This design comes from an exercise in tuning for small area on the open sky130 flow, not from production work. RTL that was checked went through simulation tests only; none was proved equivalent to the original. The RTL of runs 3 and 4 was laid out without a check of its function. No run shown here takes its clock network from TritonCTS; it comes from the design's own scripts or RTL. The flow treats the clock pin as an ideal source. Dropping or thinning the clock tree relies on that and would not hold on a real chip. Power is estimated from default activity; no workload was simulated.

--- flow/flow/run.sh ---
#!/bin/bash
# Layout flow: the standard synthesis re-run with an area-oriented ABC mapping
# (same registers, checked against the standard synthesis), every port buffered
# by buf_1, ABC buffers removed, and a clock tree built by hand (flow/manual_cts.tcl).
set -euo pipefail
W=$PWD
R=$W/orfs/results/$FLOW_PLATFORM/mhu/base
RA=$W/orfs_alt/results/$FLOW_PLATFORM/mhu/base
export BUFFER_PORTS_ARGS="-buffer_cell sky130_fd_sc_hd__buf_1"
export REMOVE_ABC_BUFFERS=1
export PRE_CTS_TCL=$W/flow/manual_cts.tcl
export MCTS_N=4
export MCTS_CELL=sky130_fd_sc_hd__clkbuf_8

# 1. the standard synthesis
bash standard.sh synth > synth_standard.log 2>&1
cp $R/1_2_yosys.v synth_standard.v

# 2. the same synthesis script with another ABC mapping script
sed 's|log_cmd abc {\*}$abc_args|log_cmd abc -script '"$W"'/flow/abc_amap.script {*}[lrange $abc_args 2 end]|' \
    $FLOW_HOME/scripts/synth.tcl > alt_synth_core.tcl
sed "s|source \$::env(SCRIPTS_DIR)/synth.tcl|source $W/alt_synth_core.tcl|" synth_recipe.tcl > alt_synth.tcl
cmd=$(grep '^make ' standard.sh | sed -e "s|WORK_HOME=[^ ]*|WORK_HOME=$W/orfs_alt|" \
      -e "s|SYNTH_SCRIPT=[^ ]*|SYNTH_SCRIPT=$W/alt_synth.tcl|" -e 's|"\${@:-finish}"|synth|')
if grep -q abc_amap alt_synth_core.tcl && grep -q alt_synth_core alt_synth.tcl \
   && eval "$cmd" > synth_alt.log 2>&1 \
   && python3 flow/regs.py synth_standard.v $RA/1_2_yosys.v > regs_check.log 2>&1; then
  cp $RA/1_2_yosys.v $R/1_2_yosys.v
  touch $R/1_2_yosys.v
  echo "using the area-mapped netlist" >> regs_check.log
fi

# 3. the rest of the standard layout
bash standard.sh > layout.log 2>&1
--- flow/flow/abc_amap.script ---
strash
dc2
dch -f
amap
--- flow/flow/manual_cts.tcl ---
# Clock tree built by hand, run as the CTS step's PRE hook: the register clock
# pins are split by recursive bisection of their positions into MCTS_N groups,
# each driven by one MCTS_CELL clock buffer placed at the group's centre. The
# leaf buffers are driven by the clock port, or by one MCTS_ROOT buffer when it
# is set. clock_tree_synthesis then has nothing left to do.
set n $::env(MCTS_N)
set cell $::env(MCTS_CELL)
set root ""
if { [info exists ::env(MCTS_ROOT)] } { set root $::env(MCTS_ROOT) }
set block [ord::get_db_block]
set db [ord::get_db]
set clk_net [$block findNet clk]

proc bisect { sinks parts } {
  if { $parts <= 1 || [llength $sinks] < 2 } { return [list $sinks] }
  set xs [lsort -integer [lmap s $sinks { lindex $s 0 }]]
  set ys [lsort -integer [lmap s $sinks { lindex $s 1 }]]
  set axis [expr { ([lindex $xs end] - [lindex $xs 0]) >= ([lindex $ys end] - [lindex $ys 0]) ? 0 : 1 }]
  set sorted [lsort -integer -index $axis $sinks]
  set left [expr { $parts / 2 }]
  set cut [expr { ([llength $sorted] * $left) / $parts }]
  return [concat [bisect [lrange $sorted 0 [expr { $cut - 1 }]] $left] \
                 [bisect [lrange $sorted $cut end] [expr { $parts - $left }]]]
}

set sinks {}
foreach it [$clk_net getITerms] {
  set box [[$it getInst] getBBox]
  lappend sinks [list [expr { ([$box xMin] + [$box xMax]) / 2 }] \
                      [expr { ([$box yMin] + [$box yMax]) / 2 }] $it]
}
puts "manual CTS: [llength $sinks] sinks in $n groups of $cell, root '$root'"

set drive_net $clk_net
if { $root ne "" } {
  set rbuf [odb::dbInst_create $block [$db findMaster $root] clkbuf_m_root]
  set rnet [odb::dbNet_create $block clknet_m_root]
  $rnet setSigType CLOCK
  [$rbuf findITerm A] connect $clk_net
  [$rbuf findITerm X] connect $rnet
  set drive_net $rnet
}

set g 0
set cx 0
set cy 0
foreach group [bisect $sinks $n] {
  set buf [odb::dbInst_create $block [$db findMaster $cell] clkbuf_m_$g]
  set net [odb::dbNet_create $block clknet_m_$g]
  $net setSigType CLOCK
  set sx 0
  set sy 0
  foreach s $group {
    set it [lindex $s 2]
    $it disconnect
    $it connect $net
    incr sx [lindex $s 0]
    incr sy [lindex $s 1]
  }
  [$buf findITerm A] connect $drive_net
  [$buf findITerm X] connect $net
  set k [llength $group]
  set x [expr { $sx / $k }]
  set y [expr { $sy / $k }]
  $buf setLocation $x $y
  $buf setPlacementStatus PLACED
  incr cx $x
  incr cy $y
  puts "manual CTS: group $g drives $k sinks around ($x, $y)"
  incr g
}
if { $root ne "" } {
  $rbuf setLocation [expr { $cx / $g }] [expr { $cy / $g }]
  $rbuf setPlacementStatus PLACED
}
global_connect

proc clock_tree_synthesis { args } {
  puts "clock_tree_synthesis skipped: the clock tree was built by hand"
}
--- flow/flow/regs.py ---
# Compare the registers (instance name and cell type, drive strength aside) of two netlists.
import re, sys
def regs(path):
    out = set()
    for m in re.finditer(r'^\s*(sky130_fd_sc_hd__(\w+?))_\d+\s+(\S+)\s*\(', open(path).read(), re.M):
        if re.match(r'(e?df|sdf|dl)', m.group(2)):
            out.add((m.group(2), m.group(3)))
    return out
a, b = regs(sys.argv[1]), regs(sys.argv[2])
print(f"{len(a)} registers in the standard netlist, {len(b)} in the other; equal: {a == b}")
sys.exit(0 if a == b and a else 1)
--- flow/standard.sh ---
#!/bin/bash
# synth_recipe.tcl (not shown) runs the flow's synth.tcl, then flattens the netlist and writes it again
# the make line also repeats each setting of config.mk as NAME=value (left out here)
make -C /OpenROAD-flow-scripts/flow DESIGN_CONFIG=/design/flow/config.mk WORK_HOME=/design/flow/orfs CLKGATE_MAP_FILE= SYNTH_SCRIPT=/design/flow/synth_recipe.tcl "${@:-finish}"
--- flow/config.mk ---
export PLATFORM = sky130hd
export DESIGN_NAME = mhu
export DESIGN_NICKNAME = mhu
export VERILOG_FILES = /design/flow/design.v
export SDC_FILE = /design/flow/constraint.sdc
export NUM_CORES = 4
export LEC_CHECK = 0
export CAP_MARGIN = 20
export CORE_MARGIN = 2
export CORE_UTILIZATION = 55
export SLEW_MARGIN = 20
--- flow/constraint.sdc ---
create_clock -name core_clock -period 6.0 [get_ports {clk}]
set_input_delay 1.2000 -clock core_clock [delete_from_list [all_inputs] [get_ports {clk}]]
set_output_delay 1.2000 -clock core_clock [all_outputs]
set_load 0.01 [all_outputs]
--- flow/design.v ---
module mhu (
    input  wire        clk,
    input  wire        rst,               
    input  wire        cfg_we,
    input  wire [15:0] cfg_wdata,
    output wire [15:0] cfg_rdata,
    input  wire        in_valid,
    input  wire [7:0]  in_data,
    input  wire        in_last,
    output wire        in_ready,
    output wire        hdr_valid,
    output wire [2:0]  hdr_type,
    output wire [12:0] hdr_length,
    output wire        hdr_is_data,
    output wire        aux_valid,
    output wire        aux_is_seq,
    output wire [15:0] aux_value,
    output wire        aux_known,
    output wire        sse_strobe,
    output wire        body_valid,
    output wire [7:0]  body_data,
    output wire        smp_valid,
    output wire [31:0] smp_data,
    output wire        done_valid,
    output wire [1:0]  done_status,
    output wire        done_is_data,
    output wire [2:0]  done_type,
    output wire [12:0] done_length,
    output wire [15:0] done_item,
    output wire [15:0] done_seq,
    output wire        done_seq_present,
    output wire        done_sse
);
    reg [15:0] cfg_bitwidth;    
    reg [7:0]  hlo, hhi;        
    reg [7:0]  alo, ahi;        
    reg [7:0]  acc0, acc1, acc2;  
    reg [2:0]  st;
    reg        lg;              
    reg [1:0]  gm;              
    assign cfg_rdata = cfg_bitwidth;
    assign in_ready  = 1'b1;
    wire beat = in_valid & ~rst;
    wire pb   = st[2];
    wire [1:0] c = st[1:0];
    wire c0   = (c == 2'b00);
    wire c1   = (c == 2'b01);
    wire c2   = (c == 2'b11);
    wire c3   = (c == 2'b10);
    wire p0   = ~pb & c0;
    wire p1   = ~pb & c1;
    wire p2   = ~pb & c2;
    wire p3   = ~pb & c3;
    wire [1:0] cnext = {c[0], ~c[1]};
    wire full = (cnext == gm);
    wire cfg_legal = (cfg_bitwidth[15:6] == 10'd0) && (cfg_bitwidth[2:0] == 3'd0) &&
                     (cfg_bitwidth[5] ? (cfg_bitwidth[4:3] == 2'd0) : (cfg_bitwidth[4:3] != 2'd0));
    always @(posedge clk) begin
        if (rst)
            cfg_bitwidth <= 16'd0;
        else if (cfg_we)
            cfg_bitwidth <= cfg_wdata;
        if (rst)
            st <= 3'd0;
        else if (in_valid) begin
            if (in_last)
                st <= 3'd0;
            else
                st <= {pb | c3, (pb & full) ? 2'b00 : cnext};
        end
        if (p0) begin
            hlo <= in_data;
            lg  <= cfg_legal;
            gm  <= {cfg_bitwidth[4], cfg_bitwidth[4] ^ cfg_bitwidth[3]};
        end
        if (p1) hhi <= in_data;
        if (p2) alo <= in_data;
        if (p3) ahi <= in_data;
        if (c0) acc0 <= in_data;
        if (c1) acc1 <= in_data;
        if (c2) acc2 <= in_data;
    end
    wire cls   = p1 ? in_data[7] : hhi[7];           
    wire [7:0] vhi = p3 ? in_data : ahi;             
    wire lo_known = (alo == 8'h00) || (alo == 8'h18) || (alo == 8'h20) ||
                    (alo == 8'h44) || (alo == 8'h8A) || (alo == 8'hB8);
    wire known = lo_known && (vhi == 8'd0);
    wire px    = p3 | pb;                            
    assign hdr_valid   = beat & p1;
    assign hdr_type    = in_data[7:5];
    assign hdr_length  = {in_data[4:0], hlo};
    assign hdr_is_data = in_data[7];
    assign aux_valid   = beat & p3;
    assign aux_is_seq  = hhi[7];
    assign aux_value   = {in_data, alo};
    assign aux_known   = hhi[7] | known;
    assign sse_strobe  = beat & p1 & in_data[7] & ~lg;
    assign body_valid  = beat & pb & (hhi[7] | known);
    assign body_data   = in_data;
    assign smp_valid   = beat & pb & hhi[7] & lg & full;
    assign smp_data[7:0]   = c0 ? in_data : acc0;
    assign smp_data[15:8]  = c1 ? in_data : (c[1] ? acc1 : 8'd0);
    assign smp_data[23:16] = c2 ? in_data : (c3 ? acc2 : 8'd0);
    assign smp_data[31:24] = c3 ? in_data : 8'd0;
    wire isctl_ok = ~cls & px & known;
    wire ok       = ~p0 & (cls | (px & known));
    wire [7:0] hcur = p1 ? in_data : hhi;
    assign done_valid       = beat & in_last;
    assign done_status[0]   = p0 | (~cls & (p1 | p2));
    assign done_status[1]   = ~p0 & ~cls & px & ~known;
    assign done_is_data     = ~p0 & cls;
    assign done_type        = ok ? hcur[7:5] : 3'd0;
    assign done_length      = ok ? {hcur[4:0], hlo} : 13'd0;
    assign done_item        = isctl_ok ? {vhi, alo} : 16'd0;
    assign done_seq         = (cls & px) ? {vhi, alo} : 16'd0;
    assign done_seq_present = cls & px;
    assign done_sse         = ~p0 & cls & ~lg;
endmodule
==> metrics.md, run 1 <==
| Metric | Value |
|---|---|
| Lkg Pwr | `~1.4 nW` |
| FMAX | `0.183 GHz` |
| Worst-path maximum fanout | `14` |
| Max-cap violations | `0` |
| Peak VDD IR | `around 0.00017 V` |
| Worst Hold Depth | `2` |
| First-pass DRT Iterations | `4` |
| Post-cts sizing count | `0` |
| Critical Path RT | `around 4.8 ns` |
| Setup TNS | `0 ns` |
| Average cell area after synthesis | `9.54 sq um` |
| WHS Endpoint | `cfg_bitwidth[3]` |
| HPWL after DPL | `about 6200 microns` |
| Final nets | `531` |
| Number of setup buffers added after CTS | `0` |
| Mean routed wirelength per cell | `14.7 microns` |
| Diodes inserted | `0` |
| Total GRT Usage | `22.8%` |
| Mapped Cells | `~350` |
| DRT iter0 DRCs | `168` |
| RSZ-0062 raised after global routing | `false` |
| Die Width | `82.1 microns` |
| Worst Clk Skew | `0.0132 ns` |
| FF-to-FF path depth | `7` |
| Status | `no timing/DRC/antenna violations` |
| Hold Crit Class | `flip-flop to flip-flop` |
| Total power | `0.999 mW` |
| Fin. max-slew vios | `0` |
| # IOs | `180` |
| DR DRC count | `0` |
| Syn. warnings | `1` |
| Full die area | `slightly below 7000 sq um` |
| Final setup fails | `0` |
| Final Wtd Congestion | `0.865` |
| Port-buffer cells | `169` |
| Area grow syn2layout | `16.8%` |
| Vias | `roughly 2900` |
| Number of global-route vias before repair | `2438` |
| Pwr Density | `255 nW/um^2` |
| Share of layout cells above drive strength 1 | `1.60%` |
| Max transition margin | `39.4%` |
| Crit end category | `output pin` |
| Largest net degree at the start of global routing | `21` |
| First-pass GRT wire length | `12100 microns` |
| Minimum clock period | `5.46 ns` |
| Arrival time worst endpoint | `4.26 ns` |
| Worst-margin pin slew | `0.905 ns` |
| Synthesized cell area | `3360 sq um` |
| Launching point of the worst reg2reg path | `st[0]` |
| Row count | `28` |
| Initial antenna violation count | `0` |
| Starting Density | `56.7%` |
| Clock Latency Late Sink | `0.17 ns` |
| Tcrit/Tclk final | `approximately nine tenths` |
| FF-to-FF End | `hhi[7]` |
| Die span in y | `roughly 82 microns` |
| Routed WL | `between 8000 and 9000 microns` |
| Worst Setup Start Kind | `flip-flop` |
| Final hold vios | `0` |
| Core Region | `5920 sq um` |
| CTS clock-pin slew for the worst setup and hold paths | `0.12 ns` |
| Reg2reg setup slack | `2.68 ns` |
| Global route overflow | `0` |
| Post-route ant nets | `0` |
| Cts hold-fix bufs | `0` |
| Critical path type | `flip-flop to output pin` |
| Vias/cell | `5.11` |
| Hold Crit Start | `cfg_bitwidth[3]` |
[metal layers]
layer	GRT usage, %	vias to the layer above	routed length (microns)
li1	-	1457	-
met1	34.5	1370	3820
met2	37.6	103	4080
met3	1.41	6	465
met4	2.67	0	83
met5	0	-	0
[flip-flops by register name, summed over array words and instances (netlist names), 8 cells and up]
name and count:
cfg_bitwidth 16, acc0 8, acc1 8, acc2 8, ahi 8, alo 8, hhi 8, hlo 8
[worst max-delay path by stage]
stage	start	cells past startpoint	endpoint
after floorplan	st[1]	11	done_item[1]
after global placement	st[1]	12	done_item[6]
after detailed placement	st[0]	10	done_length[9]
after CTS	st[0]	10	done_length[9]
after global routing	st[1]	12	done_item[7]
final	st[1]	12	done_item[7]
[power breakdown]
group | total [mW] | internal (mW) | leakage, nW | switching, mW
Sequential | 0.630 | 0.609 | 0.693 | 0.0212
Combinational | 0.178 | 0.0570 | 0.633 | 0.121
Clock | 0.191 | 0.0625 | 0.0288 | 0.128
[layout make-up]
class / count / area (sq um)
Tap cell: 75 / 93.8
Inverter: 49 / 184
Sequential cell: 78 / 1910
Multi-Input combinational cell: 197 / 1030
Fill cell: 551 / 2000
Timing Repair Buffer: 171 / 649
Buffer: 4 / 55.1
[per-stage QoR]
step / hold slack, ns / instance area, sq um / util (%) / worst slack [ns] / std cells
CTS: 0.458 / 3920 / 66.2 / 0.592 / 574
detailed placement: 0.457 / 3860 / 65.3 / 0.606 / 570
global route: 0.504 / 3920 / 66.3 / 0.0355 / 574
finish: 0.480 / 3920 / 66.3 / 0.538 / 574
floorplan: 0.436 / 3120 / - / 1.42 / 324
global placement: 0.453 / 3860 / 65.3 / 0.795 / 570
[critical path, stage by stage, from the launching register on]
cell and delay, ns:
dfxtp_1 0.64, clkinv_1 0.23, nor2_1 0.18, clkinv_1 0.27, nor2_1 0.58, clkinv_1 0.43, o22ai_1 0.38, o21ai_0 0.14
nor4_1 0.22, nand4_1 0.23, or3_1 0.49, nor2_1 0.13, buf_1 0.16
[layout by cell type, fill, tap and decap left out, drive strengths merged, types with 2 or more instances in the layout]
master  count
a211oi      2
a21oi      17
buf       171
clkbuf      4
clkinv     49
conb       10
dfxtp      43
edfxtp     35
nand2      19
nor2       68
nor2b       9
nor3        8
nor4        4
o21ai      21
o221a      14
o22ai      16
==> run 2, diff against run 1 <==
--- a/flow/config.mk
+++ b/flow/config.mk
@@ -7,5 +7,5 @@
 export LEC_CHECK = 0
 export CAP_MARGIN = 20
 export CORE_MARGIN = 2
-export CORE_UTILIZATION = 55
+export CORE_UTILIZATION = 70
 export SLEW_MARGIN = 20
==> run 2 against run 1 <==
Effect of this change: still clean; core utilization grew 18 points; clock power is essentially flat; synthesized area is the same; via count grew 7.3%; sequential power is essentially flat; die area shrank 20%; synthesized cell count is the same; power grew 1.2%; highest routed layer unchanged.
==> metrics.md, run 2 <==
| Metric | Value |
|---|---|
| Worst Setup Start Kind | `flip-flop` |
| # IOs | `180` |
| Number of global-route vias before repair | `2754` |
| HPWL after DPL | `6880 microns` |
| Max reg flops | `16` |
| Max transition margin | `31.9%` |
| Port-buffer cells | `approximately 170` |
| Mean routed wirelength per cell | `approximately 17 microns` |
| Clock Latency Late Sink | `about 0.17 ns` |
| Final Wtd Congestion | `0.887` |
| Critical Path RT | `4.80 ns` |
| Worst Clk Skew | `0.0117 ns` |
| RSZ-0062 raised after global routing | `false` |
| First-pass GRT wire length | `13800 microns` |
| Routed WL | `between 9000 and 10000 microns` |
| Diodes inserted | `0` |
| Vias/cell | `5.67` |
| Worst-margin pin slew | `1.02 ns` |
| Average cell area after synthesis | `9.54 sq um` |
| Pwr Density | `258 nW/um^2` |
| Area grow syn2layout | `16.7%` |
| Fin. max-slew vios | `0` |
| Register area | `1910 sq um` |
| Die Width | `73.3 microns` |
| Setup TNS | `0 ns` |
| Starting Density | `72.0%` |
| Final nets | `between 500 and 600` |
| DRT iter0 DRCs | `274` |
| Vias | `3150` |
| Syn. warnings | `1` |
| Cts hold-fix bufs | `0` |
| DR DRC count | `0` |
| Hold Crit Class | `flip-flop to flip-flop` |
| Largest net degree at the start of global routing | `21` |
| Initial antenna violation count | `0` |
| Total GRT Usage | `between 30% and 40%` |
| Footprint of the multi-input gates | `between 1000 and 1500 sq um` |
| Crit end category | `output pin` |
| Number of setup buffers added after CTS | `0` |
| Hold_ws | `0.496 ns` |
| Mapped Cells | `352` |
| Row count | `25` |
| Most frequent cells in the layout | `169 x buf_1, 67 x nor2_1, 49 x clkinv_1` |
| Critical path type | `flip-flop to output pin` |
| Max-cap violations | `0` |
| Status | `no timing/DRC/antenna violations` |
| Arrival time worst endpoint | `4.24 ns` |
| Die span in y | `73.3 microns` |
| Post-cts sizing count | `0` |
| Worst-path maximum fanout | `14` |
| Global route overflow | `0` |
| Synthesized cell area | `3360 sq um` |
| Final hold vios | `0` |
| Minimum clock period | `roughly 5.4 ns` |
| First-pass DRT Iterations | `4` |
| Largest Register | `cfg_bitwidth` |
| Post-Place Cells | `552` |
| CTS clock-pin slew for the worst setup and hold paths | `0.12 ns` |
| Lkg Pwr | `1.37 nW` |
| Tcrit/Tclk final | `between 90 and 100%` |
| FMAX | `~0.18 GHz` |
| Core Region | `4660 sq um` |
| Full die area | `5370 sq um` |
| Share of layout cells above drive strength 1 | `2.19%` |
| Total power | `a little over 1 mW` |
| Final setup fails | `0` |
| Fin cells | `556` |
| Fillcell total | `around 300` |
| Commonest non-fill, non-tap cell in the layout | `buf_1` |
| Post-route ant nets | `0` |
| Peak VDD IR | `0.000209 V` |
[run 2: changes by cell type in the layout (fill, tap and decap cells not counted), sizes merged]
cell,before,now
buf,171,174
[run 2: area by class of cell]
class	instances	share of cell area (%)
inverter	49	4.69
buffer	4	1.40
multi-input combinational	197	26.2
timing repair buffer	174	17.1
sequential	78	48.8
tap	54	1.72
[run 2: routing by layer]
metal	part of all wire, %	track usage [%]	wire [microns]
met1	38	44.5	3540
met4	2.3	9.05	215
met2	51	55.0	4750
met3	8.3	5.76	774
met5	0	0	0
[run 2: worst paths after layout]
check | startpoint | to | slack, ns | cells after the start
worst max-delay path | st[1] | done_item[2] | 0.56 | 12
worst min-delay path | acc0[5] | acc0[5] | 0.50 | 2
worst max register to register | st[1] | alo[0] | 2.78 | 4
worst min register to register | acc0[5] | acc0[5] | 0.50 | 2
[run 2: per-stage QoR]
| stage | setup slack [ns] | cell area (sq um) | utilization [%] |
|---|---|---|---|
| 2_1_floorplan | 1.42 | 3120 | - |
| 3_3_place_gp | 0.855 | 3860 | 82.8 |
| 3_5_place_dp | 0.774 | 3860 | 82.8 |
| 4_1_cts | 0.762 | 3920 | 84.0 |
| 5_1_grt | 0.114 | 3920 | 84.1 |
| 6_report | 0.557 | 3920 | 84.1 |
[run 2: report_power, final]
part | switching, mW | internal (mW)
combinational | 0.130 | 0.0584
clock | 0.128 | 0.0625
sequential | 0.0234 | 0.609
total | 0.281 | 0.730
[run 2: worst max-delay path, stage by stage (launching register included)]
cell      delay (ns)
dfxtp_1         0.65
clkinv_1        0.24
nor2_1          0.18
clkinv_1        0.28
nor2_1          0.55
clkinv_1        0.40
o22ai_1         0.38
o21ai_0         0.14
nor4_1          0.22
nand4_1         0.23
or3_1           0.50
nor2_1          0.13
buf_1           0.17
==> run 3, diff against run 2 <==
--- a/flow/design.v
+++ b/flow/design.v
@@ -68,17 +68,19 @@
             else
                 st <= {pb | c3, (pb & full) ? 2'b00 : cnext};
         end
-        if (p0) begin
-            hlo <= in_data;
-            lg  <= cfg_legal;
-            gm  <= {cfg_bitwidth[4], cfg_bitwidth[4] ^ cfg_bitwidth[3]};
+        if (in_valid) begin
+            if (p0) begin
+                hlo <= in_data;
+                lg  <= cfg_legal;
+                gm  <= {cfg_bitwidth[4], cfg_bitwidth[4] ^ cfg_bitwidth[3]};
+            end
+            if (p1) hhi <= in_data;
+            if (p2) alo <= in_data;
+            if (p3) ahi <= in_data;
+            if (c0) acc0 <= in_data;
+            if (c1) acc1 <= in_data;
+            if (c2) acc2 <= in_data;
         end
-        if (p1) hhi <= in_data;
-        if (p2) alo <= in_data;
-        if (p3) ahi <= in_data;
-        if (c0) acc0 <= in_data;
-        if (c1) acc1 <= in_data;
-        if (c2) acc2 <= in_data;
     end
     wire cls   = p1 ? in_data[7] : hhi[7];           
     wire [7:0] vhi = p3 ? in_data : ahi;             
==> flow/flow/abc_amap.script (replaced) <==
strash
dch -f
amap
--- a/flow/config.mk
+++ b/flow/config.mk
@@ -7,5 +7,5 @@
 export LEC_CHECK = 0
 export CAP_MARGIN = 20
 export CORE_MARGIN = 2
-export CORE_UTILIZATION = 70
+export CORE_UTILIZATION = 55
 export SLEW_MARGIN = 20
==> run 3 against run 2 <==
Effect of this change: critical endpoint is now done_item[6]; die area grew 36%; largest power group unchanged; final area grew 8.7%; clock power is essentially flat; sequential cell count is the same.
==> metrics.md, run 3 <==
| Metric | Value |
|---|---|
| Clock Latency Late Sink | `0.17 ns` |
| Hold Crit Start | `cfg_bitwidth[4]` |
| Combinational power share | `around 15%` |
| Die Width | `85.3 microns` |
| Placed instance area | `4200 sq um` |
| Final standard cell area without fillers | `4260 sq um` |
| Met2 routed WL | `around 4400 microns` |
| Total power | `0.952 mW` |
| Average cell area after synthesis | `10.0 sq um` |
| Share of layout cells above drive strength 1 | `3.10%` |
| Minimum clock period | `4.87 ns` |
| Pwr Density | `approximately 220 nW/um^2` |
| Starting Density | `between 50% and 60%` |
| Largest Register | `cfg_bitwidth` |
| Final nets | `548` |
| Commonest non-fill, non-tap cell in the layout | `buf_1` |
| Status | `no timing/DRC/antenna violations` |
| Final setup fails | `0` |
| Max transition margin | `between 20% and 30%` |
| RSZ-0062 raised after global routing | `false` |
| Flop pwr share | `65.7%` |
| Global route overflow | `0` |
| Switching Fraction | `around a quarter` |
| Full die area | `between 7000 and 8000 sq um` |
| Critical path type | `flip-flop to output pin` |
| Fin. max-slew vios | `0` |
| HPWL after DPL | `6690 microns` |
| Diodes inserted | `0` |
| Highest Signal Layer | `met4` |
| Core Region | `6390 sq um` |
| Port-buffer cells | `about 170` |
| # IOs | `between 150 and 200` |
| Worst-margin pin slew | `1.07 ns` |
| Largest net degree at the start of global routing | `21` |
| First-pass GRT wire length | `13900 microns` |
| Clk pwr share | `19.7%` |
| Setup TNS | `0 ns` |
| Final hold vios | `0` |
| FMAX | `0.205 GHz` |
| Synthesized cell area | `3630 sq um` |
| Crit end category | `output pin` |
| Mapped Cells | `362` |
| Row count | `29` |
| Worst Clk Skew | `between 0.015 and 0.02 ns` |
| Die span in y | `85.3 microns` |
| Lkg Pwr | `1.42 nW` |
| Routed WL | `approximately 9000 microns` |
| Hold Crit Class | `flip-flop to flip-flop` |
| Total GRT Usage | `a little under a quarter` |
| Peak VDD IR | `0.000145 V` |
| DRT iter0 DRCs | `approximately 150` |
| Psw | `approximately 0.23 mW` |
| Max reg flops | `16` |
| Worst Setup Start Kind | `flip-flop` |
| FF-to-FF path depth | `6` |
| Initial antenna violation count | `0` |
| Most frequent cells in the layout | `169 x buf_1, 65 x nor2_1, 59 x edfxtp_1` |
| Critical Path Start | `st[1]` |
| Arrival time worst endpoint | `3.67 ns` |
| Metal3 WL | `between 500 and 600 microns` |
| Met1 wire length | `a little under 4000 microns` |
| Number of setup buffers added after CTS | `0` |
| Final Wtd Congestion | `0.962` |
| Launching point of the worst reg2reg path | `st[1]` |
| Dpl ws | `between 1 and 1.5 ns` |
| Worst-path maximum fanout | `13` |
| Final setup margin | `1.13 ns` |
| DR DRC count | `0` |
| First-pass DRT Iterations | `5` |
| Vias/cell | `5.20` |
| Number of global-route vias before repair | `about 2700` |
| Area grow syn2layout | `17.2%` |
| Final core occ | `around two thirds` |
| Post-route ant nets | `0` |
| Vias | `3084` |
| Pint | `between 0.7 and 0.8 mW` |
| Cts hold-fix bufs | `0` |
| Mean routed wirelength per cell | `15.1 microns` |
| Syn. warnings | `1` |
| Critical Path RT | `4.80 ns` |
| Tcrit/Tclk final | `81.1%` |
| Worst Hold Depth | `0` |
| Max-cap violations | `0` |
| Post-cts sizing count | `0` |
| CTS clock-pin slew for the worst setup and hold paths | `0.12 ns` |
## run 3: critical path, cell delays in order, from the launching register on
cell      delay [ns]
dfxtp_1         0.61
clkinv_1        0.21
nor2_1          0.17
clkinv_1        0.28
nor2_1          0.17
buf_4           0.18
clkinv_1        0.22
o22ai_1         0.32
nand4_1         0.15
nor3_1          0.47
nand3_1         0.33
nor2_1          0.21
buf_1           0.17
## run 3: per-stage QoR
stage               hold WS, ns  cells
finish                    0.468    593
global route              0.488    593
detailed placement        0.462    589
CTS                       0.463    593
floorplan                 0.486    333
global placement          0.457    589
## run 3: path summary, 6_finish.rpt
check                               endpoint  slack, ns
worst min-delay path                   gm[1]       0.47
worst max-delay path            done_item[6]       1.13
worst min register to register         gm[1]       0.47
worst max register to register        hhi[7]       3.31
## run 3: layer usage
| metal | global-route usage, % | vias to the layer above |
|---|---|---|
| met5 | 0 | - |
| met4 | 3.75 | 0 |
| met3 | 1.46 | 14 |
| met2 | 40.5 | 126 |
| met1 | 34.2 | 1425 |
| li1 | - | 1519 |
## run 3: final cells by class
cell class / count / area, sq um
repair buffers: 179 / 709
fillers: 524 / 2130
plain buffers: 4 / 55.1
multi-input cells: 206 / 1060
flip-flops and latches: 78 / 2150
inverters: 49 / 184
well taps: 77 / 96.3
## run 3: power by group through the flow
stage / combinational [mW] / clock, mW / sequential [mW]
floorplan: 0.0637 / 0 / 0.640
global placement: 0.137 / 0 / 0.637
detailed placement: 0.140 / 0 / 0.638
CTS: 0.140 / 0.139 / 0.638
global route: 0.154 / 0.205 / 0.629
finish: 0.139 / 0.187 / 0.625
==> run 4, diff against run 3 <==
--- a/flow/flow/run.sh
+++ b/flow/flow/run.sh
@@ -9,8 +9,9 @@
 export BUFFER_PORTS_ARGS="-buffer_cell sky130_fd_sc_hd__buf_1"
 export REMOVE_ABC_BUFFERS=1
 export PRE_CTS_TCL=$W/flow/manual_cts.tcl
-export MCTS_N=4
-export MCTS_CELL=sky130_fd_sc_hd__clkbuf_8
+export MCTS_N=8
+export MCTS_ROOT=sky130_fd_sc_hd__clkbuf_8
+export MCTS_CELL=sky130_fd_sc_hd__clkbuf_4
 
 # 1. the standard synthesis
 bash standard.sh synth > synth_standard.log 2>&1
==> run 4 against run 3 <==
Effect of this change: synthesized cell count unchanged; still clean on timing, DRC and antenna; critical path type unchanged; sequential power barely moved; first-iteration DRC count decreased by 21%; fmax fell by 3.9%.
==> metrics.md, run 4 <==
| Metric | Value |
|---|---|
| # IOs | `180` |
| Final Wtd Congestion | `0.962` |
| Mean routed wirelength per cell | `15.2 microns` |
| Final setup margin | `0.937 ns` |
| Worst Setup Start Kind | `flip-flop` |
| Max transition margin | `28.0%` |
| WHS Endpoint | `gm[1]` |
| First-pass GRT wire length | `14000 microns` |
| Routed WL | `between 9000 and 10000 microns` |
| Slowest CP cell | `dfxtp_1` |
| HPWL after DPL | `about 6700 microns` |
| Synthesized cell area | `roughly 3600 sq um` |
| Worst Hold Depth | `0` |
| Full die area | `7270 sq um` |
| Launching point of the worst reg2reg path | `st[1]` |
| Worst-path maximum fanout | `13` |
| Most frequent cells in the layout | `169 x buf_1, 65 x nor2_1, 59 x edfxtp_1` |
| FMAX | `0.197 GHz` |
| Final setup fails | `0` |
| DRT iter0 DRCs | `about 120` |
| Diodes inserted | `0` |
| Die Width | `around 85 microns` |
| Vias/cell | `5.23` |
| Average cell area after synthesis | `10.0 sq um` |
| Total power | `0.994 mW` |
| Starting Density | `a little under three fifths` |
| FF-to-FF End | `hhi[7]` |
| Peak VDD IR | `0.000201 V` |
| Setup TNS | `0 ns` |
| Number of setup buffers added after CTS | `0` |
| Dpl ws | `1.27 ns` |
| Hold Crit Class | `flip-flop to flip-flop` |
| Critical path type | `flip-flop to output pin` |
| CP max stage delay | `0.60 ns` |
| Port-buffer cells | `between 150 and 200` |
| Mapped Cells | `362` |
| Fin. max-slew vios | `0` |
| Post-route ant nets | `0` |
| Fillcell total | `525` |
| Post-cts sizing count | `0` |
| Critical Path RT | `4.80 ns` |
| Pwr Density | `approximately 230 nW/um^2` |
| Largest net degree at the start of global routing | `20` |
| Clock Latency Late Sink | `0.36 ns` |
| Share of layout cells above drive strength 1 | `4.03%` |
| Worst-margin pin slew | `about 1.1 ns` |
| Crit-path cells | `clkinv_1, nor2_1, clkinv_1, nor2_1, buf_4, clkinv_1, o22ai_1, nand4_1, nor3_1, nand3_1, nor2_1, buf_1` |
| RSZ-0062 raised after global routing | `false` |
| Lkg Pwr | `approximately 1.4 nW` |
| Largest Register | `cfg_bitwidth` |
| Worst Clk Skew | `0.0142 ns` |
| Minimum clock period | `~5.1 ns` |
| Delay-heaviest family, CP | `simple AND/OR/NAND/NOR gates` |
| Final nets | `approximately 550` |
| Area grow syn2layout | `17.7%` |
| Crit end category | `output pin` |
| Arrival time worst endpoint | `between 3 and 4 ns` |
| Cts hold-fix bufs | `0` |
| WP buf/inv | `5` |
| Die span in y | `85.3 microns` |
| Hold Crit Start | `cfg_bitwidth[4]` |
| Row count | `29` |
| FF-to-FF path depth | `6` |
| Number of global-route vias before repair | `~2700` |
| Vias | `3126` |
| DR DRC count | `0` |
| Initial antenna violation count | `0` |
| Max reg flops | `16` |
| Reg2reg setup slack | `3.29 ns` |
| Syn. warnings | `1` |
| Status | `no timing/DRC/antenna violations` |
| Global route overflow | `0` |
| Tcrit/Tclk final | `84.4%` |
| Total GRT Usage | `24.0%` |
| Core Region | `6390 sq um` |
| Hold_ws | `0.469 ns` |
| CTS clock-pin slew for the worst setup and hold paths | `0.10 ns` |
| Max-cap violations | `0` |
| First-pass DRT Iterations | `5` |
| Final hold vios | `0` |
| Commonest non-fill, non-tap cell in the layout | `buf_1` |
==> run 4: how the worst max path moves through the flow <==
stage	to	slack [ns]	cells past startpoint	startpoint
finish	done_item[6]	0.94	12	st[1]
global route	done_item[2]	0.58	12	st[1]
CTS	done_length[8]	1.28	9	st[1]
detailed placement	done_length[8]	1.27	9	st[1]
global placement	done_length[8]	1.38	9	st[1]
floorplan	done_length[0]	1.49	10	st[1]
==> run 4: layout make-up <==
cell class	count	area (sq um)	area share, %
Inverter	49	184	4.30
Timing Repair Buffer	179	709	16.6
Buffer	9	73.8	1.73
Tap cell	77	96.3	2.25
Sequential cell	78	2150	50.3
Multi-Input combinational cell	206	1060	24.8
==> run 4: power by group <==
group / internal [mW] / total (mW) / switching, mW
clock: 0.0777 / 0.229 / 0.151
combinational: 0.0435 / 0.140 / 0.0960
sequential: 0.611 / 0.625 / 0.0138
==> run 4: layer usage <==
| metal | vias to the layer above | part of all wire [%] | GRT usage, % |
|---|---|---|---|
| li1 | 1534 | - | - |
| met4 | 0 | 2.1 | 5.05 |
| met3 | 22 | 7.1 | 2.24 |
| met2 | 133 | 49 | 40.6 |
| met1 | 1437 | 41 | 34.0 |
| met5 | - | 0 | 0 |
==> run 4: through the flow <==
step / cell area [sq um] / std cells / util, %
4_1_cts: 4270 / 598 / 66.9
3_3_place_gp: 4200 / 589 / 65.8
5_1_grt: 4280 / 598 / 67.0
3_5_place_dp: 4200 / 589 / 65.8
6_report: 4280 / 598 / 67.0
2_1_floorplan: 3390 / 333 / -
==> run 5, diff against run 4 <==
--- a/flow/design.v
+++ b/flow/design.v
@@ -32,9 +32,9 @@
     output wire        done_sse
 );
     reg [15:0] cfg_bitwidth;    
-    reg [7:0]  hlo, hhi;        
-    reg [7:0]  alo, ahi;        
-    reg [7:0]  acc0, acc1, acc2;  
+    reg [7:0]  hlo, hhi_n;      
+    reg [7:0]  alo, ahi_n;      
+    reg [7:0]  acc0_n, acc1_n, acc2_n;  
     reg [2:0]  st;
     reg        lg;              
     reg [1:0]  gm;              
@@ -53,6 +53,12 @@
     wire p3   = ~pb & c3;
     wire [1:0] cnext = {c[0], ~c[1]};
     wire full = (cnext == gm);
+    wire [7:0] in_n = ~in_data;
+    wire [7:0] m0_n = c0 ? in_n : acc0_n;    
+    wire [7:0] m1_n = c1 ? in_n : acc1_n;    
+    wire [7:0] m2_n = c2 ? in_n : acc2_n;    
+    wire [7:0] hcur_n = p1 ? in_n : hhi_n;   
+    wire [7:0] vhi_n  = p3 ? in_n : ahi_n;   
     wire cfg_legal = (cfg_bitwidth[15:6] == 10'd0) && (cfg_bitwidth[2:0] == 3'd0) &&
                      (cfg_bitwidth[5] ? (cfg_bitwidth[4:3] == 2'd0) : (cfg_bitwidth[4:3] != 2'd0));
     always @(posedge clk) begin
@@ -68,22 +74,22 @@
             else
                 st <= {pb | c3, (pb & full) ? 2'b00 : cnext};
         end
-        if (in_valid) begin
-            if (p0) begin
-                hlo <= in_data;
-                lg  <= cfg_legal;
-                gm  <= {cfg_bitwidth[4], cfg_bitwidth[4] ^ cfg_bitwidth[3]};
-            end
-            if (p1) hhi <= in_data;
-            if (p2) alo <= in_data;
-            if (p3) ahi <= in_data;
-            if (c0) acc0 <= in_data;
-            if (c1) acc1 <= in_data;
-            if (c2) acc2 <= in_data;
+        if (p0) begin
+            hlo <= in_data;
+            lg  <= cfg_legal;
+            gm  <= {cfg_bitwidth[4], cfg_bitwidth[4] ^ cfg_bitwidth[3]};
         end
+        hhi_n  <= hcur_n;
+        if (p2) alo <= in_data;
+        ahi_n  <= vhi_n;
+        acc0_n <= m0_n;
+        acc1_n <= m1_n;
+        acc2_n <= m2_n;
     end
-    wire cls   = p1 ? in_data[7] : hhi[7];           
-    wire [7:0] vhi = p3 ? in_data : ahi;             
+    wire [7:0] hhi  = ~hhi_n;
+    wire [7:0] hcur = ~hcur_n;
+    wire [7:0] vhi  = ~vhi_n;                        
+    wire cls   = hcur[7];                            
     wire lo_known = (alo == 8'h00) || (alo == 8'h18) || (alo == 8'h20) ||
                     (alo == 8'h44) || (alo == 8'h8A) || (alo == 8'hB8);
     wire known = lo_known && (vhi == 8'd0);
@@ -100,13 +106,12 @@
     assign body_valid  = beat & pb & (hhi[7] | known);
     assign body_data   = in_data;
     assign smp_valid   = beat & pb & hhi[7] & lg & full;
-    assign smp_data[7:0]   = c0 ? in_data : acc0;
-    assign smp_data[15:8]  = c1 ? in_data : (c[1] ? acc1 : 8'd0);
-    assign smp_data[23:16] = c2 ? in_data : (c3 ? acc2 : 8'd0);
+    assign smp_data[7:0]   = ~m0_n;
+    assign smp_data[15:8]  = c0 ? 8'd0 : ~m1_n;
+    assign smp_data[23:16] = c[1] ? ~m2_n : 8'd0;
     assign smp_data[31:24] = c3 ? in_data : 8'd0;
     wire isctl_ok = ~cls & px & known;
     wire ok       = ~p0 & (cls | (px & known));
-    wire [7:0] hcur = p1 ? in_data : hhi;
     assign done_valid       = beat & in_last;
     assign done_status[0]   = p0 | (~cls & (p1 | p2));
     assign done_status[1]   = ~p0 & ~cls & px & ~known;
--- a/flow/flow/run.sh
+++ b/flow/flow/run.sh
@@ -9,9 +9,8 @@
 export BUFFER_PORTS_ARGS="-buffer_cell sky130_fd_sc_hd__buf_1"
 export REMOVE_ABC_BUFFERS=1
 export PRE_CTS_TCL=$W/flow/manual_cts.tcl
-export MCTS_N=8
-export MCTS_ROOT=sky130_fd_sc_hd__clkbuf_8
-export MCTS_CELL=sky130_fd_sc_hd__clkbuf_4
+export MCTS_N=4
+export MCTS_CELL=sky130_fd_sc_hd__clkbuf_8
 
 # 1. the standard synthesis
 bash standard.sh synth > synth_standard.log 2>&1
==> flow/flow/abc_amap.script (replaced) <==
strash
dc2
dch -f
amap
==> run 5 against run 4 <==
Effect of this change: critical path depth stayed put; final cell count is 1.7% lower; die area is 10% lower; synthesized area is 11% lower; setup slack worse by 0.027 ns; synthesized cell count is 1.7% higher; first-iteration DRC count is 49% higher; clock skew is 0.0027 ns lower; final area is 11% lower; power is 0.94% higher; register-to-register slack better by 0.26 ns; global-route usage is 0.84 points lower; largest cell class unchanged; largest power group unchanged.
==> metrics.md, run 5 <==
| Metric | Value |
|---|---|
| Hold Crit Class | `flip-flop to flip-flop` |
| Total power | `1.00 mW` |
| Arrival time worst endpoint | `3.89 ns` |
| Final core occ | `68.0%` |
| Fin. max-slew vios | `0` |
| Average cell area after synthesis | `8.83 sq um` |
| Peak VDD IR | `0.000201 V` |
| Total GRT Usage | `23.2%` |
| Mean routed wirelength per cell | `~14 microns` |
| Vias | `2995` |
| Final nets | `548` |
| Max reg flops | `16` |
| Die Width | `80.9 microns` |
| Crit end category | `output pin` |
| WHS Endpoint | `acc0_n[1]` |
| Metal3 WL | `571 microns` |
| Setup TNS | `0 ns` |
| HPWL after DPL | `6090 microns` |
| First-pass DRT Iterations | `4` |
| Synthesized cell area | `3250 sq um` |
| FF-to-FF End | `ahi_n[5]` |
| Switching Fraction | `27.3%` |
| Largest Register | `cfg_bitwidth` |
| Placed instance area | `~3800 sq um` |
| Post-Place Cells | `584` |
| # IOs | `180` |
| Post-cts sizing count | `0` |
| Met1 wire length | `3400 microns` |
| Clock Latency Late Sink | `roughly 0.17 ns` |
| Max-cap violations | `0` |
| Full die area | `6540 sq um` |
| Pwr Density | `263 nW/um^2` |
| Share of layout cells above drive strength 1 | `1.55%` |
| Final standard cell area without fillers | `about 3800 sq um` |
| Final hold vios | `0` |
| Max transition margin | `36.0%` |
| FF-to-FF path depth | `6` |
| RSZ-0062 raised after global routing | `false` |
| Diodes inserted | `0` |
| Lkg Pwr | `approximately 1.4 nW` |
| Global route overflow | `0` |
| Initial antenna violation count | `0` |
| Met2 routed WL | `3970 microns` |
| Post-route ant nets | `0` |
| Final setup fails | `0` |
| Port-buffer cells | `about 170` |
| Combinational power share | `18.7%` |
| Row count | `27` |
| Core Region | `5610 sq um` |
| CTS clock-pin slew for the worst setup and hold paths | `between 0.1 and 0.15 ns` |
| Largest net degree at the start of global routing | `21` |
| Clk pwr share | `18.6%` |
| Routed WL | `8030 microns` |
| Cts hold-fix bufs | `0` |
| Reg2reg setup slack | `around 3.6 ns` |
| Number of setup buffers added after CTS | `0` |
| Critical path type | `flip-flop to output pin` |
| Hold Crit Start | `acc0_n[1]` |
| Launching point of the worst reg2reg path | `st[1]` |
| Vias/cell | `5.09` |
| Worst-path maximum fanout | `16` |
| Number of global-route vias before repair | `2500` |
| Critical Path RT | `4.80 ns` |
| Fin cells | `588` |
| Status | `no timing/DRC/antenna violations` |
| Area grow syn2layout | `17.4%` |
| Worst Setup Start Kind | `flip-flop` |
| FMAX | `a little under 0.2 GHz` |
| Psw | `roughly 0.27 mW` |
| Tcrit/Tclk final | `84.8%` |
| Worst-margin pin slew | `0.957 ns` |
| First-pass GRT wire length | `roughly 12000 microns` |
| Highest Signal Layer | `met4` |
| Most frequent cells in the layout | `169 x buf_1, 96 x nor2_1, 59 x dfxtp_1` |
| Worst Hold Depth | `2` |
| DR DRC count | `0` |
| Commonest non-fill, non-tap cell in the layout | `buf_1` |
| Die span in y | `80.9 microns` |
| Mapped Cells | `between 300 and 400` |
| Syn. warnings | `1` |
| Fillcell total | `510` |
| Pint | `0.730 mW` |
| Minimum clock period | `5.09 ns` |
| Final Wtd Congestion | `0.849` |
| Starting Density | `57.9%` |
| Flop pwr share | `62.7%` |
| Worst Clk Skew | `between 0.01 and 0.015 ns` |
| DRT iter0 DRCs | `about 180` |
## run 5: per-stage QoR
step	worst slack, ns	hold slack [ns]
finish	0.909	0.476
global route	0.495	0.502
CTS	1.19	0.454
detailed placement	1.19	0.453
global placement	1.41	0.446
floorplan	1.80	0.435
## run 5: cell type report
type	count	area, sq um	share of cell area [%]
Buffer	4	55.1	1.44
Multi-Input combinational cell	220	1100	28.9
Inverter	42	158	4.13
Timing Repair Buffer	172	657	17.2
Sequential cell	78	1750	45.9
Tap cell	72	90.1	2.36
## run 5: power groups by stage
| stage | registers, mW | clock network, mW | logic, mW |
|---|---|---|---|
| final | 0.629 | 0.187 | 0.188 |
| after CTS | 0.641 | 0.140 | 0.189 |
| after global routing | 0.635 | 0.204 | 0.214 |
| after global placement | 0.638 | 0 | 0.183 |
| after floorplan | 0.640 | 0 | 0.109 |
| after detailed placement | 0.641 | 0 | 0.188 |
## run 5: worst max-delay path, stage by stage (launching register included)
cell and delay (ns):
dfxtp_1 0.45, clkinv_1 0.29, nor2_1 0.23, clkinv_1 0.29, nor2_1 0.78, nor2_1 0.09, a21oi_1 0.24, nand4_1 0.12
nor3_1 0.36, clkinv_1 0.15, or3_1 0.44, nor2_1 0.13, buf_1 0.16
## run 5: worst max path at each step
| stage | start | to | slack, ns | cells after the start |
|---|---|---|---|---|
| after floorplan | st[0] | done_length[10] | 1.80 | 6 |
| after global routing | st[1] | done_type[0] | 0.50 | 13 |
| after detailed placement | st[1] | done_item[5] | 1.19 | 12 |
| final | st[1] | done_item[7] | 0.91 | 12 |
| after global placement | st[1] | done_item[1] | 1.41 | 12 |
| after CTS | st[1] | done_item[5] | 1.19 | 12 |
## run 5: metal layers
layer | track usage (%) | up-vias
met3 | 1.78 | 8
met4 | 3.39 | 0
met2 | 42.0 | 144
met1 | 31.0 | 1361
met5 | 0 | -
li1 | - | 1482
==> run 6, diff against run 5 <==
--- a/flow/config.mk
+++ b/flow/config.mk
@@ -7,5 +7,5 @@
 export LEC_CHECK = 0
 export CAP_MARGIN = 20
 export CORE_MARGIN = 2
-export CORE_UTILIZATION = 55
+export CORE_UTILIZATION = 45
 export SLEW_MARGIN = 20
==> run 6 against run 5 <==
Effect of this change: power is 0.49% higher; first-iteration DRC count down 21%; via count fell by 0.97%; combinational power increased by 2%; final cell count is 4.8% higher; fmax up 1.9%; die area rose by 21%; hold slack worse by 0.0035 ns; clock power hardly changed.
==> metrics.md, run 6 <==
| Metric | Value |
|---|---|
| Status | `no timing/DRC/antenna violations` |
| Row count | `30` |
| Largest Register | `cfg_bitwidth` |
| Pint | `0.731 mW` |
| Psw | `roughly 0.28 mW` |
| Fin. max-slew vios | `0` |
| DRT iter0 DRCs | `139` |
| Max reg flops | `16` |
| Setup TNS | `0 ns` |
| Peak VDD IR | `roughly 0.00019 V` |
| Post-cts sizing count | `0` |
| First-pass GRT wire length | `approximately 12000 microns` |
| Final setup margin | `1.01 ns` |
| Number of global-route vias before repair | `around 2300` |
| DR DRC count | `0` |
| Critical Path RT | `approximately 4.8 ns` |
| Commonest non-fill, non-tap cell in the layout | `buf_1` |
| Most frequent cells in the layout | `169 x buf_1, 96 x nor2_1, 59 x dfxtp_1` |
| Flop pwr share | `62.3%` |
| Routed WL | `around 8200 microns` |
| Crit end category | `output pin` |
| Max-cap violations | `0` |
| CP max stage delay | `0.76 ns` |
| Starting Density | `47.0%` |
| Syn. warnings | `1` |
| Max transition margin | `41.1%` |
| Initial antenna violation count | `0` |
| RSZ-0062 raised after global routing | `false` |
| Arrival time worst endpoint | `3.79 ns` |
| # IOs | `180` |
| Mapped Cells | `368` |
| Hold_ws | `between 0.4 and 0.5 ns` |
| Switching Fraction | `a little over a quarter` |
| Placed instance area | `3820 sq um` |
| Crit-path most repeated cell | `nor2_1` |
| Final setup fails | `0` |
| Area grow syn2layout | `19.2%` |
| Largest net degree at the start of global routing | `21` |
| Hold Crit Class | `flip-flop to flip-flop` |
| Crit-path cells | `clkinv_1, nor2_1, clkinv_1, nor2_1, nor2_1, a21oi_1, nand4_1, nor3_1, clkinv_1, or3_1, nor2_1, buf_1` |
| Synthesized cell area | `between 3000 and 4000 sq um` |
| Global route overflow | `0` |
| Diodes inserted | `0` |
| First-pass DRT Iterations | `4` |
| Final standard cell area without fillers | `3870 sq um` |
| Slowest CP cell | `nor2_1` |
| Minimum clock period | `between 4 and 5 ns` |
| Worst-path maximum fanout | `16` |
| Core Region | `6910 sq um` |
| Average cell area after synthesis | `8.83 sq um` |
| Post-Place Cells | `612` |
| Final nets | `approximately 550` |
| Cts hold-fix bufs | `0` |
| Die Width | `89.0 microns` |
| Die span in y | `89.0 microns` |
| Mean routed wirelength per cell | `13.3 microns` |
| Worst Clk Skew | `0.00886 ns` |
| Port-buffer cells | `169` |
| Final hold vios | `0` |
| Dpl ws | `approximately 1.3 ns` |
| Tcrit/Tclk final | `83.2%` |
| CTS clock-pin slew for the worst setup and hold paths | `0.11 ns` |
| Total power | `1.01 mW` |
| HPWL after DPL | `6270 microns` |
| Critical path type | `flip-flop to output pin` |
| Clk pwr share | `a little under a fifth` |
| Vias | `2966` |
| Post-route ant nets | `0` |
| Lkg Pwr | `1.43 nW` |
| Vias/cell | `4.81` |
| Full die area | `7920 sq um` |
| Number of setup buffers added after CTS | `0` |
| Worst-margin pin slew | `0.880 ns` |
| Pwr Density | `260 nW/um^2` |
| FMAX | `0.200 GHz` |
| Final Wtd Congestion | `0.847` |
| Worst Setup Start Kind | `flip-flop` |
| Combinational power share | `approximately a fifth` |
| Clock Latency Late Sink | `0.17 ns` |
| Fin cells | `616` |
| Total GRT Usage | `between 10% and 20%` |
| Final core occ | `56.1%` |
| Share of layout cells above drive strength 1 | `under 10%` |
-- run 6: worst paths after layout --
| kind | startpoint | to | slack [ns] | depth (start not counted) |
|---|---|---|---|---|
| setup / recovery | st[1] | done_item[2] | 1.01 | 12 |
| hold / removal | acc0_n[5] | acc0_n[5] | 0.47 | 2 |
| setup reg to reg | st[1] | ahi_n[0] | 3.60 | 6 |
| hold reg to reg | acc0_n[5] | acc0_n[5] | 0.47 | 2 |
-- run 6: cell type report --
| type | count | area (sq um) |
|---|---|---|
| inverters | 42 | 158 |
| fillers | 696 | 3030 |
| flip-flops and latches | 78 | 1750 |
| multi-input cells | 220 | 1100 |
| plain buffers | 4 | 55.1 |
| repair buffers | 176 | 687 |
| well taps | 96 | 120 |
-- run 6: critical path, delay by kind of cell, from the launching register on --
| kind | cells | cell delay, ns |
|---|---|---|
| AND/OR/NAND/NOR | 7 | 2.12 |
| buffers and inverters | 4 | 0.84 |
| flip-flops | 1 | 0.45 |
| AO/OA/AOI/OAI | 1 | 0.24 |
-- run 6: power groups by stage --
stage	clock network [mW]	registers (mW)	logic [mW]
final	0.188	0.628	0.192
after global routing	0.213	0.634	0.219
after CTS	0.140	0.641	0.192
after detailed placement	0	0.640	0.192
after global placement	0	0.638	0.188
after floorplan	0	0.640	0.109
-- run 6: layer usage --
layer	vias up	routed length [microns]	GRT usage, %
met4	0	138	3.12
met1	1330	3750	26.9
met5	-	0	0
met3	10	521	1.94
li1	1497	-	-
met2	129	3780	30.7
==> run 7, diff against run 6 <==
--- a/flow/flow/run.sh
+++ b/flow/flow/run.sh
@@ -1,13 +1,14 @@
 #!/bin/bash
 # Layout flow: the standard synthesis re-run with an area-oriented ABC mapping
 # (same registers, checked against the standard synthesis), every port buffered
-# by buf_1, ABC buffers removed, and a clock tree built by hand (flow/manual_cts.tcl).
+# by buf_1, ABC buffers removed, one tie cell per constant value, and a clock tree built by hand (flow/manual_cts.tcl).
 set -euo pipefail
 W=$PWD
 R=$W/orfs/results/$FLOW_PLATFORM/mhu/base
 RA=$W/orfs_alt/results/$FLOW_PLATFORM/mhu/base
 export BUFFER_PORTS_ARGS="-buffer_cell sky130_fd_sc_hd__buf_1"
 export REMOVE_ABC_BUFFERS=1
+export SKIP_REPAIR_TIE_FANOUT=1
 export PRE_CTS_TCL=$W/flow/manual_cts.tcl
 export MCTS_N=4
 export MCTS_CELL=sky130_fd_sc_hd__clkbuf_8
--- a/flow/config.mk
+++ b/flow/config.mk
@@ -7,5 +7,5 @@
 export LEC_CHECK = 0
 export CAP_MARGIN = 20
 export CORE_MARGIN = 2
-export CORE_UTILIZATION = 45
+export CORE_UTILIZATION = 62
 export SLEW_MARGIN = 20
==> run 7 against run 6 <==
Effect of this change: synthesized cell count unchanged; hold slack improved by 0.0084 ns; via count decreased by 0.51%; fmax decreased by 1.1%; clock skew increased by 0.0024 ns; die area decreased by 26%; register-to-register slack got worse by 0.07 ns; setup slack got worse by 0.054 ns.
==> metrics.md, run 7 <==
| Metric | Value |
|---|---|
| Final setup fails | `0` |
| Worst-margin pin slew | `1.06 ns` |
| Commonest non-fill, non-tap cell in the layout | `buf_1` |
| Crit end category | `output pin` |
| Post-cts sizing count | `0` |
| Slowest CP cell | `nor2_1` |
| Arrival time worst endpoint | `3.85 ns` |
| CTS clock-pin slew for the worst setup and hold paths | `0.10 ns` |
| Largest net degree at the start of global routing | `21` |
| Vias | `~3000` |
| Port-buffer cells | `169` |
| CP max stage delay | `0.75 ns` |
| Clock Latency Late Sink | `0.17 ns` |
| Max-cap violations | `0` |
| Number of global-route vias before repair | `2766` |
| Pwr Density | `about 270 nW/um^2` |
| Total GRT Usage | `27.1%` |
| Max transition margin | `around 30%` |
| Largest Register | `cfg_bitwidth` |
| Status | `no timing/DRC/antenna violations` |
| RSZ-0062 raised after global routing | `false` |
| HPWL after DPL | `6000 microns` |
| Fin. max-slew vios | `0` |
| Worst-path maximum fanout | `16` |
| Share of layout cells above drive strength 1 | `1.38%` |
| First-pass DRT Iterations | `4` |
| Full die area | `5840 sq um` |
| Crit-path cells | `clkinv_1, nor2_1, clkinv_1, nor2_1, nor2_1, a21oi_1, nand4_1, nor3_1, clkinv_1, or3_1, nor2_1, buf_1` |
| Core Region | `5070 sq um` |
| Max reg flops | `16` |
| Synthesized cell area | `roughly 3200 sq um` |
| Lkg Pwr | `1.39 nW` |
| Critical Path RT | `4.80 ns` |
| Mapped Cells | `368` |
| Initial antenna violation count | `0` |
| Row count | `26` |
| Tcrit/Tclk final | `84.1%` |
| # IOs | `180` |
| Syn. warnings | `1` |
| Final nets | `540` |
| FMAX | `0.198 GHz` |
| Setup TNS | `0 ns` |
| Vias/cell | `5.11` |
| Final setup margin | `between 0.9 and 1 ns` |
| Number of setup buffers added after CTS | `0` |
| Hold Crit Class | `flip-flop to flip-flop` |
| Final Wtd Congestion | `0.863` |
| DR DRC count | `0` |
| Diodes inserted | `0` |
| Post-route ant nets | `0` |
| Most frequent cells in the layout | `169 x buf_1, 97 x nor2_1, 59 x dfxtp_1` |
| Critical path type | `flip-flop to output pin` |
| Dpl ws | `roughly 1.2 ns` |
| Mean routed wirelength per cell | `14.0 microns` |
| Routed WL | `8080 microns` |
| Worst Clk Skew | `0.0113 ns` |
| Die span in y | `76.4 microns` |
| Minimum clock period | `5.05 ns` |
| DRT iter0 DRCs | `213` |
| Area grow syn2layout | `16.3%` |
| Final hold vios | `0` |
| Cts hold-fix bufs | `0` |
| Worst Setup Start Kind | `flip-flop` |
| Starting Density | `64.0%` |
| Crit-path most repeated cell | `nor2_1` |
| Average cell area after synthesis | `8.83 sq um` |
| First-pass GRT wire length | `13200 microns` |
| Global route overflow | `0` |
| Peak VDD IR | `between 0.00015 and 0.0002 V` |
| Die Width | `76.4 microns` |
==> run 7: path summary, 6_finish.rpt <==
kind	startpoint	endpoint	slack, ns	cells past startpoint
max	st[1]	done_item[1]	0.95	12
min	acc0_n[3]	acc0_n[3]	0.48	2
max reg2reg	st[0]	lg	3.53	4
min reg2reg	acc0_n[3]	acc0_n[3]	0.48	2
==> run 7: per-layer routing <==
metal | wire (microns) | global-route usage (%)
met3 | 610 | 2.73
met1 | 3300 | 35.2
met5 | 0 | 0
met2 | 4070 | 48.8
met4 | 97 | 6.73
==> run 7: power by group <==
| group | leakage [nW] | internal [mW] | switching [mW] | total [mW] |
|---|---|---|---|---|
| logic | 0.679 | 0.0629 | 0.127 | 0.190 |
| clock network | 0.0288 | 0.0623 | 0.123 | 0.185 |
| registers | 0.680 | 0.604 | 0.0249 | 0.629 |
==> run 7: layout make-up <==
class                      instances  area (sq um)
multi-input combinational        212          1070
inverter                          42           158
buffer                             4          55.1
tap                               70          87.6
fill                             412          1300
timing repair buffer             172           657
sequential                        78          1750
==> run 7: critical path, delay by kind of cell (launching register included) <==
family	cells	cell delay, ns
compound gates	1	0.25
buf+inv	4	0.88
simple gates	7	2.13
flops	1	0.42
==> run 7: stage by stage <==
| stage | utilization, % | instances | hold slack (ns) | cell area (sq um) | total power, mW |
|---|---|---|---|---|---|
| after CTS | 74.3 | 577 | 0.458 | 3770 | 0.970 |
| after global routing | 74.5 | 578 | 0.504 | 3780 | 1.06 |
| after detailed placement | 73.2 | 573 | 0.456 | 3720 | 0.829 |
| final | 74.5 | 578 | 0.481 | 3780 | 1.00 |
| after global placement | 73.2 | 573 | 0.446 | 3720 | 0.819 |
| after floorplan | - | 332 | 0.435 | 2980 | 0.749 |
==> run 8, diff against run 7 <==
--- a/flow/config.mk
+++ b/flow/config.mk
@@ -7,5 +7,5 @@
 export LEC_CHECK = 0
 export CAP_MARGIN = 20
 export CORE_MARGIN = 2
-export CORE_UTILIZATION = 62
+export CORE_UTILIZATION = 55
 export SLEW_MARGIN = 20
==> run 8 against run 7 <==
Effect of this change: clock skew shrank 0.0016 ns; clock power grew 4%; core utilization fell by 7.3 points; final area shrank 0.33%.
==> metrics.md, run 8 <==
| Metric | Value |
|---|---|
| Status | `no timing/DRC/antenna violations` |
| Max reg flops | `16` |
| Clock Latency Late Sink | `0.17 ns` |
| Launching point of the worst reg2reg path | `st[0]` |
| Average cell area after synthesis | `approximately 8.8 sq um` |
| Mapped Cells | `368` |
| Die span in y | `80.9 microns` |
| Vias/cell | `just over 5` |
| Max transition margin | `32.9%` |
| Core Region | `5610 sq um` |
| Syn. warnings | `1` |
| Dpl ws | `1.23 ns` |
| Fin. max-slew vios | `0` |
| Synthesized cell area | `roughly 3200 sq um` |
| Max-cap violations | `0` |
| Worst Setup Start Kind | `flip-flop` |
| Starting Density | `57.9%` |
| DRT iter0 DRCs | `~170` |
| Full die area | `6540 sq um` |
| DR DRC count | `0` |
| Tcrit/Tclk final | `83.7%` |
| Global route overflow | `0` |
| FMAX | `0.199 GHz` |
| Final setup fails | `0` |
| Final Wtd Congestion | `0.840` |
| Critical path type | `flip-flop to output pin` |
| Setup TNS | `0 ns` |
| Critical Path RT | `4.80 ns` |
| Peak VDD IR | `approximately 0.00019 V` |
| Cts hold-fix bufs | `0` |
| Largest Register | `cfg_bitwidth` |
| End of the critical path | `done_item[5]` |
| Row count | `27` |
| # IOs | `180` |
| First-pass DRT Iterations | `5` |
| Critical Path Start | `st[1]` |
| Diodes inserted | `0` |
| Post-route ant nets | `0` |
| Arrival time worst endpoint | `about 3.8 ns` |
| FF-to-FF path depth | `4` |
| Final hold vios | `0` |
| Mean routed wirelength per cell | `14.1 microns` |
| Hold Crit Class | `flip-flop to flip-flop` |
| Initial antenna violation count | `0` |
| Lkg Pwr | `1.38 nW` |
| Most frequent cells in the layout | `169 x buf_1, 97 x nor2_1, 59 x dfxtp_1` |
| Routed WL | `8140 microns` |
| Worst Clk Skew | `0.00967 ns` |
| Total power | `1.01 mW` |
| Crit end category | `output pin` |
| Final nets | `roughly 540` |
| Number of setup buffers added after CTS | `0` |
| Port-buffer cells | `169` |
| FF-to-FF End | `gm[1]` |
| CTS clock-pin slew for the worst setup and hold paths | `0.11 ns` |
| Total GRT Usage | `23.1%` |
| Vias | `~2900` |
| Largest net degree at the start of global routing | `21` |
| Reg2reg setup slack | `3.44 ns` |
| First-pass GRT wire length | `12000 microns` |
| RSZ-0062 raised after global routing | `false` |
| Final setup margin | `between 0.9 and 1 ns` |
| Worst-margin pin slew | `1.00 ns` |
| Post-cts sizing count | `0` |
| Minimum clock period | `5.02 ns` |
| Pwr Density | `roughly 270 nW/um^2` |
| Hold_ws | `0.480 ns` |
| Area grow syn2layout | `15.9%` |
| Share of layout cells above drive strength 1 | `less than 1%` |
| Number of global-route vias before repair | `2500` |
| Worst-path maximum fanout | `16` |
| HPWL after DPL | `6050 microns` |
| Die Width | `80.9 microns` |
| Commonest non-fill, non-tap cell in the layout | `buf_1` |
[run 8: metrics by stage]
stage                     instances  util, %  instance area, sq um
after floorplan                 332        -                  2980
after global placement          574     66.2                  3710
after detailed placement        574     66.2                  3710
after CTS                       578     67.2                  3770
after global routing            578     67.2                  3770
final                           578     67.2                  3770
[run 8: final cells by class]
type                       instances  area, sq um
fill                             518         1840
tap                               72         90.1
sequential                        78         1750
inverter                          42          158
timing repair buffer             170          642
buffer                             4         55.1
multi-input combinational        212         1070
[run 8: worst min path at each step]
stage                    startpoint              end  depth (start not counted)
floorplan                 acc2_n[0]        acc2_n[0]                          2
global placement          acc0_n[3]        acc0_n[3]                          2
detailed placement        acc0_n[6]        acc0_n[6]                          2
CTS                       acc0_n[6]        acc0_n[6]                          2
global route              acc0_n[6]        acc0_n[6]                          2
finish              cfg_bitwidth[3]  cfg_bitwidth[3]                          2
[run 8: where the power goes]
part / leakage [nW] / internal [mW] / switching [mW]
clock: 0.0288 / 0.0625 / 0.129
combinational: 0.669 / 0.0620 / 0.127
sequential: 0.680 / 0.604 / 0.0239
[run 8: worst max-delay path: stages (launching register included)]
cell      delay (ns)
dfxtp_1         0.44
clkinv_1        0.28
nor2_1          0.21
clkinv_1        0.28
nor2_1          0.75
nor2_1          0.09
a21oi_1         0.24
nand4_1         0.14
nor3_1          0.35
clkinv_1        0.14
or3_1           0.44
nor2_1          0.14
buf_1           0.16
[run 8: layer usage]
metal,track usage [%],vias to the layer above,part of all wire [%]
met2,41.6,122,48
met3,1.67,12,6.2
li1,-,1478,-
met1,30.7,1331,44
met5,0,-,0
met4,4.41,0,1.5

port drivers added, routing unchanged:
The results above use ideal ports. As a check the final layouts listed here were re-extracted and re-timed, cells and wires unchanged.
Step 1 (the two cells are an assumption about what drives the block):
set clk [get_ports {clk}]
set_driving_cell -lib_cell sky130_fd_sc_hd__clkbuf_16 $clk
set_driving_cell -lib_cell sky130_fd_sc_hd__buf_2 [delete_from_list [all_inputs] $clk]
Step 2 times the ports against the registers' clock, not the clock port: input delays grow and output delays shrink by t, the midpoint of the rising clock arrivals with the driver on.
Slacks: ideal ports / drivers / drivers and shift; pairs: ideal ports / drivers.
run	shift t [ns]	setup slack, ns	worst data-port slew with drivers (ns)
run 1	0.224	0.538 / 0.478 / 0.702	0.04
run 2	0.224	0.557 / 0.500 / 0.724	0.04
run 3	0.223	1.132 / 1.074 / 1.296	0.03
run 4	0.383	0.937 / 0.907 / 1.289	0.04
run 5	0.221	0.909 / 0.852 / 1.073	0.05
run 6	0.222	1.006 / 0.949 / 1.171	0.05
run 7	0.223	0.952 / 0.893 / 1.115	0.04
run 8	0.225	0.976 / 0.917 / 1.141	0.04
After both steps setup and hold are still met in every run listed.
